This design comes from an exercise in tuning for small area, a short achievable clock period and few clock cycles on the open sky130 flow, not from production work.
RTL that was checked went through simulation tests only; none was proved equivalent to the original.
Function not checked in run 2: the RTL went through the layout flow alone.
Power and IR drop assume default switching activity.

<file path="design/flow/config.mk">
export PLATFORM = sky130hd
export DESIGN_NAME = rlec_chan_enc
export DESIGN_NICKNAME = rlec_chan_enc
export VERILOG_FILES = /design/flow/design.v
export SDC_FILE = /design/flow/constraint.sdc
export NUM_CORES = 4
export LEC_CHECK = 0
export CAP_MARGIN = 20
export CORE_MARGIN = 2
export CORE_UTILIZATION = 40
export SLEW_MARGIN = 20
</file>
<file path="design/flow/constraint.sdc">
create_clock -name core_clock -period 10.0 [get_ports {clk}]
set_input_delay 2.0000 -clock core_clock [delete_from_list [all_inputs] [get_ports {clk}]]
set_output_delay 2.0000 -clock core_clock [all_outputs]
set_load 0.01 [all_outputs]
</file>
<file path="design/flow/design.v">
module rlec_chan_enc (
    input  wire        clk,
    input  wire        rst_n,
    input  wire        in_valid,
    output wire        in_ready,
    input  wire [31:0] in_data,
    input  wire        in_last,
    output reg         out_valid,
    input  wire        out_ready,
    output reg  [31:0] out_data,
    output reg  [1:0]  out_kind,
    output reg         out_last
);
    localparam NS = 15;                     
    localparam [1:0] O_IDLE = 2'd0, O_DC = 2'd1, O_TAB = 2'd2, O_RUN = 2'd3;
    function [31:0] norm;
        input [31:0] v;
        norm = (v == 32'h80000000) ? 32'h0 : v;
    endfunction
    function [31:0] okey;
        input [31:0] v;
        okey = v[31] ? ~v : (v ^ 32'h80000000);
    endfunction
    function [3:0] enc15;
        input [NS-1:0] oh;
        integer e;
        begin
            enc15 = 4'd0;
            for (e = 0; e < NS; e = e + 1)
                if (oh[e]) enc15 = enc15 | e[3:0];
        end
    endfunction
    function [3:0] pop15;
        input [NS-1:0] b;
        integer e;
        begin
            pop15 = 4'd0;
            for (e = 0; e < NS; e = e + 1)
                pop15 = pop15 + {3'd0, b[e]};
        end
    endfunction
    reg [31:0]   val   [0:NS-1];    
    reg [NS-1:0] valid_l;           
    reg [NS-1:0] valid_o;           
    reg [3:0]    cnt   [0:NS-1];    
    reg [3:0]    rank_l[0:NS-1];    
    reg [3:0]    rank_o[0:NS-1];    
    reg [3:0]    nd_l;              
    reg [4:0]    occ;               
    reg [31:0]   dc_l, dc_o;
    reg [3:0]    run_sl [0:NS-1];   
    reg [3:0]    run_ll [0:NS-1];   
    reg [3:0]    run_so [0:NS-1];   
    reg [3:0]    run_lo [0:NS-1];   
    reg [3:0]    ridx;              
    reg [3:0]    rlen;              
    reg [NS-1:0] prevh;             
    reg          ir;
    reg          bfirst;            
    reg          vR, fR, lR;
    reg  [31:0]  xR;
    wire         in_fire = in_valid & ir;
    assign in_ready = ir;
    reg          l_has;             
    reg          l_done;            
    reg  [1:0]   ophase;
    wire         o_idle = (ophase == O_IDLE);
    reg          cv, cac, clast, cfa, afa;
    reg [NS-1:0] ch, clt;
    reg          dv, dac, dlast;
    reg [NS-1:0] dh, dinc, dahead;
    wire l_ready = l_done | (dv & dlast);
    wire hand    = l_has & l_ready & o_idle;
    wire cA      = vR & (~fR | ~l_has | hand);
    wire acA     = vR & ~fR;                  
    reg [NS-1:0] eq, lt, freev, ns;
    reg          hit;
    integer j;
    always @(*) begin
        for (j = 0; j < NS; j = j + 1) begin
            eq[j] = valid_l[j] & (val[j] == xR);
            lt[j] = okey(val[j]) < okey(xR);
            freev[j] = ~valid_l[j] & ~valid_o[j];
        end
        hit = |eq;
        ns = freev & ~(freev - 1'b1);         
    end
    wire [NS-1:0] hsel  = hit ? eq : ns;
    wire          alloc = acA & ~hit;
    reg [3:0]    cp;
    reg [NS-1:0] inc_c, ahead_c;
    always @(*) begin
        cp = 4'd0;
        for (j = 0; j < NS; j = j + 1)
            if (ch[j]) cp = cp | cnt[j];
        for (j = 0; j < NS; j = j + 1) begin
            inc_c[j]   = valid_l[j] & ~ch[j] &
                         (((cnt[j] == cp) & ~clt[j]) | ((cnt[j] == cp - 4'd1) & clt[j]));
            ahead_c[j] = valid_l[j] & ~ch[j] &
                         ((cnt[j] > cp) | ((cnt[j] == cp) & clt[j]));
        end
    end
    wire       same  = |(ch & prevh);
    wire [3:0] cslot = enc15(ch);
    wire [3:0] pc = pop15(dahead);
    reg  [3:0] rank_n [0:NS-1];
    always @(*) begin
        for (j = 0; j < NS; j = j + 1) begin
            rank_n[j] = rank_l[j];
            if (dv & dac) begin
                if (dh[j])        rank_n[j] = pc;
                else if (dinc[j]) rank_n[j] = rank_l[j] + 4'd1;
            end
        end
    end
    reg [3:0]    nd_o, k, rrem;
    reg          len1_o;
    wire         can_load = ~out_valid | out_ready;
    reg [NS-1:0] sel;
    reg [31:0]   tabv;
    reg [3:0]    code;
    always @(*) begin
        tabv = 32'd0;
        code = 4'd0;
        for (j = 0; j < NS; j = j + 1) begin
            sel[j] = valid_o[j] & (rank_o[j] == k);
            if (sel[j]) tabv = tabv | val[j];
            if (run_so[0] == j[3:0]) code = rank_o[j];
        end
    end
    wire emit = (ophase == O_TAB) & can_load;
    wire       vR_n     = in_fire | (vR & ~cA);
    wire       fR_n     = in_fire ? bfirst : fR;
    wire       bfirst_n = in_fire ? in_last : bfirst;
    wire       l_has_n  = (l_has & ~hand) | (cA & fR);
    wire       l_done_n = (l_done | (dv & dlast)) & ~hand;
    wire       l_rdy_n  = l_done_n | (cv & clast);
    wire       o_idle_n = o_idle & ~hand;
    wire       hand_n   = l_has_n & l_rdy_n & o_idle_n;
    wire       commit_n = ~fR_n | ~l_has_n | hand_n;
    wire [4:0] occ_b    = occ + {4'd0, acA} + {4'd0, vR_n & ~fR_n};
    wire       ir_n     = (~vR_n | commit_n) & (bfirst_n | (occ_b <= 5'd14));
    integer q;
    always @(posedge clk) begin
        if (!rst_n) begin
            ir <= 1'b0; bfirst <= 1'b1; vR <= 1'b0;
            l_has <= 1'b0; l_done <= 1'b0;
            cv <= 1'b0; dv <= 1'b0;
            valid_l <= {NS{1'b0}}; valid_o <= {NS{1'b0}};
            nd_l <= 4'd0; occ <= 5'd0;
            ophase <= O_IDLE;
            out_valid <= 1'b0; out_data <= 32'd0; out_kind <= 2'd0; out_last <= 1'b0;
        end else begin
            ir <= ir_n;
            bfirst <= bfirst_n;
            vR <= vR_n;
            if (in_fire) begin
                xR <= norm(in_data);
                fR <= bfirst;
                lR <= in_last;
            end
            if (cA & fR) dc_l <= xR;
            if (alloc) begin
                for (j = 0; j < NS; j = j + 1)
                    if (ns[j]) begin
                        val[j] <= xR;
                        cnt[j] <= 4'd1;
                    end
            end
            if (acA & hit) begin
                for (j = 0; j < NS; j = j + 1)
                    if (eq[j]) cnt[j] <= cnt[j] + 4'd1;
            end
            cv <= cA;
            cac <= acA;
            clast <= lR;
            if (cA) afa <= fR;    
            cfa <= afa;
            if (cA) begin
                ch <= hsel;
                clt <= lt;
            end
            dv <= cv;
            dac <= cac;
            dlast <= clast;
            dh <= ch;
            dinc <= inc_c;
            dahead <= ahead_c;
            if (cv & cac) begin
                prevh <= ch;
                if (cfa | ~same) begin
                    rlen <= 4'd1;
                    for (j = 0; j < NS; j = j + 1)
                        if ((cfa ? 4'd0 : ridx + 4'd1) == j[3:0]) begin
                            run_sl[j] <= cslot;
                            run_ll[j] <= 4'd1;
                        end
                    ridx <= cfa ? 4'd0 : ridx + 4'd1;
                end else begin
                    rlen <= rlen + 4'd1;
                    for (j = 0; j < NS; j = j + 1)
                        if (ridx == j[3:0]) run_ll[j] <= rlen + 4'd1;
                end
            end
            for (j = 0; j < NS; j = j + 1) rank_l[j] <= rank_n[j];
            l_has  <= l_has_n;
            l_done <= l_done_n;
            if (hand) begin
                valid_l <= {NS{1'b0}};
                nd_l <= 4'd0;
            end else if (alloc) begin
                valid_l <= valid_l | ns;
                nd_l <= nd_l + 4'd1;
            end
            occ <= occ + {4'd0, alloc} - {4'd0, emit};
            if (out_valid & out_ready) out_valid <= 1'b0;
            if (hand) begin
                for (j = 0; j < NS; j = j + 1) begin
                    rank_o[j] <= rank_n[j];
                    run_so[j] <= run_sl[j];
                    run_lo[j] <= run_ll[j];
                end
                valid_o <= valid_l;
                nd_o <= nd_l;
                rrem <= ridx;
                len1_o <= (nd_l == 4'd0);
                dc_o <= dc_l;
                k <= 4'd0;
                if (can_load) begin
                    out_valid <= 1'b1;
                    out_data  <= dc_l;
                    out_kind  <= 2'd0;
                    out_last  <= (nd_l == 4'd0);
                    ophase    <= (nd_l == 4'd0) ? O_IDLE : O_TAB;
                end else begin
                    ophase    <= O_DC;
                end
            end else if (can_load) begin
                case (ophase)
                    O_DC: begin
                        out_valid <= 1'b1;
                        out_data  <= dc_o;
                        out_kind  <= 2'd0;
                        out_last  <= len1_o;
                        ophase    <= len1_o ? O_IDLE : O_TAB;
                    end
                    O_TAB: begin
                        out_valid <= 1'b1;
                        out_data  <= tabv;
                        out_kind  <= 2'd1;
                        out_last  <= 1'b0;
                        valid_o   <= valid_o & ~sel;
                        k         <= k + 4'd1;
                        if (k + 4'd1 == nd_o) ophase <= O_RUN;
                    end
                    O_RUN: begin
                        out_valid <= 1'b1;
                        out_data  <= {12'd0, code, 12'd0, run_lo[0]};
                        out_kind  <= 2'd2;
                        out_last  <= (rrem == 4'd0);
                        for (q = 0; q < NS - 1; q = q + 1) begin
                            run_so[q] <= run_so[q+1];
                            run_lo[q] <= run_lo[q+1];
                        end
                        rrem <= rrem - 4'd1;
                        if (rrem == 4'd0) ophase <= O_IDLE;
                    end
                    default: ;
                endcase
            end
        end
    end
endmodule
</file>
<file path="design/flow/run.sh">
#!/bin/bash
# synth_recipe.tcl (not shown) runs the flow's synth.tcl, then flattens the netlist and writes it again
# the make line also repeats each setting of config.mk as NAME=value (left out here)
make -C /OpenROAD-flow-scripts/flow DESIGN_CONFIG=/design/flow/config.mk WORK_HOME=/design/flow/orfs CLKGATE_MAP_FILE= SYNTH_SCRIPT=/design/flow/synth_recipe.tcl finish
</file>
==> results of run 1 <==
[cells by family after synthesis]
kind of cell	Yosys count	synth area share [%]
buf+inv	480	3.10
simple gates	1547	11.1
xor+xnor	1083	13.3
flops	1199	49.5
fa+ha+maj	587	10.5
mux	25	0.479
compound gates	1297	12.1
[sequential cells by signal, indices dropped and copies added (netlist names), 32 cells and up]
register / cells
run_ll: 60
rank_o: 60
out_data: 32
xR: 32
dc_l: 32
val: 480
rank_l: 60
run_so: 60
run_lo: 60
cnt: 60
dc_o: 32
run_sl: 60
[power groups by stage]
stage | Sequential, mW | Combinational [mW] | Clock, mW
final | 5.67 | 1.32 | 5.43
after global routing | 5.68 | 1.42 | 5.67
after CTS | 5.67 | 1.30 | 5.48
after detailed placement | 5.77 | 1.29 | 0
after global placement | 5.77 | 1.28 | 0
after floorplan | 5.77 | 0.730 | 0
[routing by layer]
| metal | share of wire, % | global-route usage, % | up-vias |
|---|---|---|---|
| met5 | 0.010 | 0 | - |
| met4 | 8.5 | 22.2 | 4 |
| met3 | 9.6 | 7.20 | 820 |
| met2 | 43 | 46.7 | 3299 |
| met1 | 39 | 40.8 | 26900 |
| li1 | - | - | 23300 |
[worst paths after layout]
path	endpoint	slack, ns	startpoint
worst max-delay path	val[2][21]$_DFFE_PP_	4.12	xR[26]$_SDFFCE_PN0P_
worst min-delay path	run_lo[14][3]$_DFFE_PP_	0.42	run_ll[14][3]$_DFFE_PP_
worst max register to register	val[2][21]$_DFFE_PP_	4.12	xR[26]$_SDFFCE_PN0P_
worst min register to register	run_lo[14][3]$_DFFE_PP_	0.42	run_ll[14][3]$_DFFE_PP_
[worst max-delay path, cell delays in order, from the launching register on]
cell      delay [ns]
edfxtp_1        0.80
buf_4           0.58
xor2_1          0.23
nor4_1          0.07
nand4_1         0.26
nor2_1          0.32
nor4_1          0.43
nand4_1         0.71
nor4_1          1.05
and3_2          0.92
[layout by cell type, fill, tap and decap left out, drive strengths merged, types with 18 or more instances in the layout]
cell | synthesis | final
edfxtp | 1115 | 1115
xor2 | 961 | 961
ha | 575 | 575
nand2 | 554 | 554
o21ai | 297 | 297
a21oi | 270 | 270
nor2 | 176 | 176
buf | 151 | 174
clkbuf | 204 | 171
a22oi | 164 | 164
nor4 | 160 | 160
nand4 | 154 | 154
nand3 | 142 | 142
a21o | 139 | 139
inv | 123 | 128
xnor2 | 122 | 122
nor3 | 88 | 88
dfxtp | 84 | 84
clkdlybuf4s50 | 0 | 72
a221oi | 69 | 69
a22o | 65 | 65
clkinv | 2 | 63
a211oi | 51 | 51
nand2b | 44 | 44
a31oi | 43 | 43
and3 | 40 | 40
nor2b | 36 | 36
o21a | 35 | 35
a222oi | 31 | 31
nor3b | 28 | 28
and2 | 24 | 24
or3 | 23 | 23
o31ai | 22 | 22
o22ai | 18 | 18
[metrics by stage]
| stage | setup slack [ns] | util (%) | std cells | cell area (sq um) | hold WS [ns] |
|---|---|---|---|---|---|
| 4_1_cts | 4.23 | 45.2 | 8706 | 79600 | 0.422 |
| 3_5_place_dp | 4.29 | 42.4 | 8447 | 74800 | 0.406 |
| 2_1_floorplan | 1.84 | - | 6218 | 71100 | 0.400 |
| 6_report | 4.12 | 45.2 | 8714 | 79700 | 0.420 |
| 3_3_place_gp | 4.34 | 42.4 | 8446 | 74800 | 0.402 |
| 5_1_grt | 3.88 | 45.2 | 8708 | 79700 | 0.427 |
[final cells by class]
cell class	instances	share of cell area [%]
Multi-Input combinational cell	4539	42.9
Clock buffer	171	4.67
Antenna cell	6	0.0188
Inverter	125	0.589
Tap cell	2340	3.68
Timing Repair Buffer	246	2.62
Sequential cell	1199	44.1
Clock inverter	88	1.39
==> results.ini, run 1 <==
[clock_network]
clk_pin_slew_ns=0.06
clk_path_buf_depth=3
clock_latency_ns=0.82
hold_buffers=0
clkSinkCount=1199
cts_setup_buffers=0
ctsResizeCount=0
cts_made_buffers=141
htreeDepth=4
cts_tree=built
cts_root_buf=clkbuf_16

[critical_path]
startpoint_type=register
crit_required_ns=10.40
path_max_fanout=32
setup.worst_path.end_class=register
arrival_ns=6.29
reg2reg_depth=9
criticalPathCategory=register to register

[layout]
multi_input_area_sq_mm=0.0342
final_layout_size_suffix_gt1_share_pct=7.60
finalNetCount=6876
fill_cells=16100
seq_area_sq_mm=0.0352
area_growth_pct=12.1

[floorplanning]
core_sq_mm=0.176
pin_count=74
start_util_pct=40.3
die_y_um=426
die_w_um=426
rows=154
dieArea_sq_mm=0.181

[sta]
max_freq_mhz=170
hold_violations=0
fin_crit_sh_pct=58.8
tightestPinTransition_ns=1.16
fin_skew_ns=0.0472
slew_headroom_pct=22.6
finalSetupViolCount=0
fin_crit_ns=5.88
slew_viol_final=0
tns_ns=0
rsz0062_at_grt=no

[yosys]
syn_nets=6842
netlist_instances=6218
async_flop_share_pct=0
yosys-top-cells-count=edfxtp_1, xor2_1, ha_1
seq_area_frac_synth_pct=49.5
yosysUniqueCellTypes=74
synth-edff-count=1115
yosysMostFrequentCell=edfxtp_1
syn_area_per_cell_sq_um=11.4
netlist_area_sq_mm=0.0711
yosysWarningCount=10
yosys.area.top_type=edfxtp_1
synth_top_area_share_pct=47.1
synth-main-ff-cell=edfxtp_1
ys_ff_latch=1199
synth_area_leaders=edfxtp_1, xor2_1, ha_1

[drt]
dr_total_vias=54400
avgRoutedWirePerCell_um=33.5
totalWireLength_um=292000
vias_per_cell=6.24
dr.pass1.iters=7
ant_nets=0
drtIter0Drc=7161
drc=0

[min_path]
hp-class=register to register
worstHoldPathCells=0

[global_route]
grt_overflow=0
grt_antenna_before_repair=13
grt_max_degree=183
grt_use_total_pct=31.6
grt_pass1_vias=51300
grt_pass1_wl_um=404000

[power_and_ir_drop]
pwr-share-seq_pct=45.6
power_density_mw_per_mm2=156
swShare_pct=26.3
power_frac_comb_pct=10.6
irDropWorstVdd_uv=126
p_int_mw=9.15
pwr-share-clk_pct=43.8
power_mw=12.4
p_switching_mw=3.27
p_leak_nw=29.9

[place]
port_buffers=73
gp_congestion=1.03
hpwl_um=210000

[run]
maxCapViolCount=0

[status]
status=timing/DRC/antenna clean

Testbench counts, summed over its fixed seeds: cycles 10,409.
==> run 2: changes to the inputs <==
--- a/design/flow/design.v
+++ b/design/flow/design.v
@@ -17,9 +17,33 @@
         input [31:0] v;
         norm = (v == 32'h80000000) ? 32'h0 : v;
     endfunction
-    function [31:0] okey;
-        input [31:0] v;
-        okey = v[31] ? ~v : (v ^ 32'h80000000);
+    function [1:0] cmp31;
+        input [30:0] a, b;
+        reg [31:0] l, e;
+        integer w, i;
+        begin
+            l = {1'b0, ~a & b};
+            e = {1'b1, ~(a ^ b)};
+            for (w = 1; w < 32; w = w * 2)
+                for (i = 0; i < 32; i = i + 2 * w) begin
+                    l[i] = l[i + w] | (e[i + w] & l[i]);
+                    e[i] = e[i + w] & e[i];
+                end
+            cmp31 = {l[0], e[0]};
+        end
+    endfunction
+    function [1:0] kcmp;
+        input [31:0] a, b;
+        reg [1:0] m;
+        begin
+            m = cmp31(a[30:0], b[30:0]);
+            case ({a[31], b[31]})
+                2'b00: kcmp = {m[1], m[0]};
+                2'b01: kcmp = 2'b00;
+                2'b10: kcmp = 2'b10;
+                default: kcmp = {~m[1] & ~m[0], m[0]};
+            endcase
+        end
     endfunction
     function [3:0] enc15;
         input [NS-1:0] oh;
@@ -78,8 +102,8 @@
     integer j;
     always @(*) begin
         for (j = 0; j < NS; j = j + 1) begin
-            eq[j] = valid_l[j] & (val[j] == xR);
-            lt[j] = okey(val[j]) < okey(xR);
+            {lt[j], eq[j]} = kcmp(val[j], xR);
+            eq[j] = eq[j] & valid_l[j];
             freev[j] = ~valid_l[j] & ~valid_o[j];
         end
         hit = |eq;
@@ -160,7 +184,7 @@
                 lR <= in_last;
             end
             if (cA & fR) dc_l <= xR;
-            if (alloc) begin
+            if (acA) begin
                 for (j = 0; j < NS; j = j + 1)
                     if (ns[j]) begin
                         val[j] <= xR;
@@ -176,10 +200,8 @@
             clast <= lR;
             if (cA) afa <= fR;    
             cfa <= afa;
-            if (cA) begin
-                ch <= hsel;
-                clt <= lt;
-            end
+            ch <= hsel;
+            clt <= lt;
             dv <= cv;
             dac <= cac;
             dlast <= clast;
--- a/design/flow/config.mk
+++ b/design/flow/config.mk
@@ -5,7 +5,9 @@
 export SDC_FILE = /design/flow/constraint.sdc
 export NUM_CORES = 4
 export LEC_CHECK = 0
+export ABC_CLOCK_PERIOD_IN_PS = 4000
 export CAP_MARGIN = 20
 export CORE_MARGIN = 2
 export CORE_UTILIZATION = 40
+export SETUP_SLACK_MARGIN = 5
 export SLEW_MARGIN = 20
==> run 2 against run 1 <==
  * Highest routed layer unchanged
  * Final cell count shrank 10%
  * Largest cell class unchanged
  * Total power down 9.3%
  * Sequential cell count did not move
  * Hold slack got worse by 0.015 ns
  * Combinational power decreased by 45%
  * Non-clock buffer count is 41 lower
  * Clock-buffer cell count fell by 16
==> results.ini, run 2 <==
[status]
status=timing/DRC/antenna clean  ; unchanged

[global_route]
grt_pass1_vias=45000  ; was 51300
grt_antenna_before_repair=11  ; was 13
grt_max_degree=159  ; was 183
grt_pass1_wl_um=319000  ; was 404000 um
grt_overflow=0  ; unchanged
grt_use_total_pct=27.1  ; was 31.6%

[clock_network]
clock_latency_ns=0.80  ; was 0.82 ns
cts_made_buffers=121  ; was 141
clk_path_buf_depth=3  ; unchanged
htreeDepth=3  ; was 4
clkSinkCount=1199  ; unchanged
clk_pin_slew_ns=0.06  ; about the same
cts_tree=built  ; unchanged
cts_root_buf=clkbuf_16  ; unchanged

[layout]
area_growth_pct=12.6  ; was 12.1%
most-common-layout-cells=edfxtp_1, ha_1, nand2_1, inv_1, a21oi_1  ; was edfxtp_1, xor2_1, ha_1, nand2_1, o21ai_0
largest_register_ffs=480  ; unchanged
largest_register=val  ; unchanged
instances_no_fill=7813  ; was 8714
final_common_cell=edfxtp_1  ; unchanged
finalNetCount=6274  ; was 6876
final_layout_size_suffix_gt1_share_pct=7.23  ; was 7.60%

[drt]
totalWireLength_um=223000  ; was 292000 um
drc=0  ; unchanged
avgRoutedWirePerCell_um=28.6  ; was 33.5 um
drtIter0Drc=6699  ; was 7161
dr.pass1.iters=9  ; was 7
ant_nets=0  ; unchanged
dr_total_vias=47400  ; was 54400
vias_per_cell=6.06  ; was 6.24

[yosys]
yosysWarningCount=10  ; unchanged
synth-main-ff-cell=edfxtp_1  ; unchanged
yosysUniqueCellTypes=77  ; was 74
netlist_area_sq_mm=0.0630  ; was 0.0711 sq mm
yosys.area.top_type=edfxtp_1  ; unchanged
seq_area_frac_synth_pct=55.8  ; was 49.5%
ys_ff_latch=1199  ; unchanged
synth_area_leaders=edfxtp_1, ha_1, nand2_1  ; was edfxtp_1, xor2_1, ha_1
yosysMostFrequentCell=edfxtp_1  ; unchanged
netlist_instances=5545  ; was 6218
syn_nets=6169  ; was 6842
yosys-top-cells-count=edfxtp_1, ha_1, nand2_1  ; was edfxtp_1, xor2_1, ha_1
syn_area_per_cell_sq_um=11.4  ; about the same
synth-edff-count=1115  ; unchanged
async_flop_share_pct=0  ; unchanged
synth_top_area_share_pct=53.1  ; was 47.1%

[place]
placedCellCount=7578  ; was 8447
gp_congestion=1.00  ; was 1.03
hpwl_um=154000  ; was 210000 um
port_buffers=73  ; unchanged

[power_and_ir_drop]
p_leak_nw=27.3  ; was 29.9 nW
power_mw=11.3  ; was 12.4 mW
irDropWorstVdd_uv=139  ; was 126 uV
power_density_mw_per_mm2=159  ; was 156 mW/mm^2

[sta]
slew_headroom_pct=21.3  ; was 22.6%
max_freq_mhz=201  ; was 170 MHz
fin_crit_sh_pct=49.7  ; was 58.8%
fin_crit_ns=4.97  ; was 5.88 ns
finalSetupViolCount=0  ; unchanged
tns_ns=0  ; unchanged
rsz0062_at_grt=no  ; unchanged
fin_skew_ns=0.0387  ; was 0.0472 ns
hold_violations=0  ; unchanged
slew_viol_final=0  ; unchanged
tightestPinTransition_ns=1.18  ; was 1.16 ns

[critical_path]
startpoint_type=register  ; unchanged
setup.worst_path.end_class=register  ; unchanged
path_max_fanout=31  ; was 32
cpPeakStageDelay_ns=0.64  ; was 1.05 ns
crit_required_ns=10.64  ; was 10.40 ns
startpoint=xR[1]$_SDFFCE_PN0P_  ; was xR[26]$_SDFFCE_PN0P_
cp_slowest_cell=nor4b_2  ; was nor4_1
criticalPathCategory=register to register  ; unchanged
path_cells=buf_4 -> ha_1 -> nand4_1 -> nor4b_2 -> nand4b_1 -> o2111ai_1 -> nor4_4 -> buf_4 -> and2_1 -> inv_2 -> ha_1 -> inv_1 -> ha_1 -> inv_1 -> fa_1 -> inv_1 -> a21o_1 -> a21oi_1 -> xnor2_1 -> nor2_1  ; was buf_4 -> xor2_1 -> nor4_1 -> nand4_1 -> nor2_1 -> nor4_1 -> nand4_1 -> nor4_1 -> and3_2
r2r_end=occ[4]$_SDFF_PN0_  ; was val[2][21]$_DFFE_PP_
reg2reg_depth=20  ; was 9
arrival_ns=5.62  ; was 6.29 ns
reg2reg_slack_ns=5.03  ; was 4.12 ns
timing.rr.start=xR[1]$_SDFFCE_PN0P_  ; was xR[26]$_SDFFCE_PN0P_
cp-endpoint=occ[4]$_SDFF_PN0_  ; was val[2][21]$_DFFE_PP_

[run]
maxCapViolCount=0  ; unchanged

[floorplanning]
core_sq_mm=0.156  ; was 0.176 sq mm
start_util_pct=40.3  ; about the same
rows=145  ; was 154
dieArea_sq_mm=0.161  ; was 0.181 sq mm
pin_count=74  ; unchanged
die_y_um=401  ; was 426 um
die_w_um=401  ; was 426 um

[min_path]
hp-class=register to register  ; unchanged

run 2: cell count changes after synthesis, moves of 33 or more:
cell / delta
nor2_1: +88
xnor2_1: -82
nor4_1: -99
buf_1: -49
clkbuf_1: -33
a22oi_1: -35
a21o_1: -46
inv_1: +434
xor2_1: -850
run 2: critical path: cells and delay by family, from the launching register on:
family                   cells  cell delay (ns)
AND/OR/NAND/NOR              6             1.70
XOR/XNOR                     1             0.16
adder cells (fa/ha/maj)      4             1.19
AO/OA/AOI/OAI                3             0.52
buffers and inverters        6             0.85
flip-flops                   1             0.36
run 2: cells by family after synthesis:
kind of cell,share of synthesized area (%)
compound gates,13.3
xor+xnor,2.10
fa+ha+maj,11.8
buf+inv,4.78
flops,55.8
mux,0.389
simple gates,11.8
run 2: worst min-delay path by stage:
stage                                  startpoint                      end  slack, ns  cells after the start
after global routing      run_ll[14][3]$_DFFE_PP_  run_lo[14][3]$_DFFE_PP_       0.42                      0
after floorplan                     afa$_DFFE_PP_            cfa$_DFFE_PP_       0.40                      0
after detailed placement             lR$_DFFE_PP_          clast$_DFFE_PP_       0.40                      0
final                     run_sl[14][1]$_DFFE_PP_  run_so[14][1]$_DFFE_PP_       0.40                      0
after global placement    run_ll[14][3]$_DFFE_PP_  run_lo[14][3]$_DFFE_PP_       0.40                      0
after CTS                 run_sl[14][1]$_DFFE_PP_  run_so[14][1]$_DFFE_PP_       0.42                      0
run 2: power by group:
group          internal (mW)  switching (mW)  total, mW
clock                   2.82            2.08       4.90
combinational          0.266           0.459      0.724
sequential              5.54           0.103       5.64
total                   8.62            2.64       11.3
run 2: area by class of cell:
type	instances	area, sq um
clock buffers	155	3330
clock inverters	71	887
repair buffers	205	1770
fillers	14300	85500
well taps	2058	2570
diodes	2	5.00
flip-flops and latches	1199	35200
inverters	559	2100
multi-input cells	3564	25100
run 2: layer usage:
layer / track usage [%] / part of all wire, % / routed length [um]
met1: 37.4 / 41 / 92200
met2: 40.6 / 43 / 96400
met3: 5.59 / 9.8 / 21900
met4: 13.4 / 5.8 / 12900
met5: 0 / 0.047 / 105
run 2: per-stage QoR:
stage | instance area [sq um] | worst slack (ns) | util (%) | hold WS, ns
final | 70900 | 5.03 | 45.4 | 0.405
after CTS | 70900 | 5.03 | 45.3 | 0.417
after global routing | 70900 | 5.01 | 45.4 | 0.420
after global placement | 66600 | 4.34 | 42.6 | 0.401
after detailed placement | 66600 | 4.70 | 42.6 | 0.405
after floorplan | 63000 | 5.03 | - | 0.400
run 2: repair_timing:
| item | in CTS | in global routing |
|---|---|---|
| setup buffers | 5 | 1 |
| pin swaps | 2 | 1 |
| hold buffers | 0 | 0 |
| gates resized for setup | 7 | 4 |
| setup endpoints to repair | 2 | 1 |

-- afterwards: timing with drivers on the ports --
The results above use ideal ports. As a check the final layouts listed here were re-extracted and re-timed, cells and wires unchanged. Step 1: set_driving_cell puts a clkbuf_16 on clk and a buf_2 on each other input, an assumption about the parent block. Step 2, shift: input delay + t, output delay - t, t = (earliest + latest rising clock arrival at the registers) / 2. This alone moves slack from input paths to output paths. Slacks: ideal / step 1 / step 2; pairs: ideal / step 1.
run | t, ns | slack for setup (ns) | clock arrival spread, ns | worst slew at a driven data input, ns
run 1 | 0.891 | 4.118 / 4.118 / 4.118 | 0.047 / 0.048 | 0.14
run 2 | 0.865 | 5.027 / 5.027 / 4.652 | 0.038 / 0.039 | 0.07
After both steps every run listed still meets setup and hold. The setup slack of run 2, which loses most, moves by 0.000 ns with the drivers and by -0.375 ns with both steps.
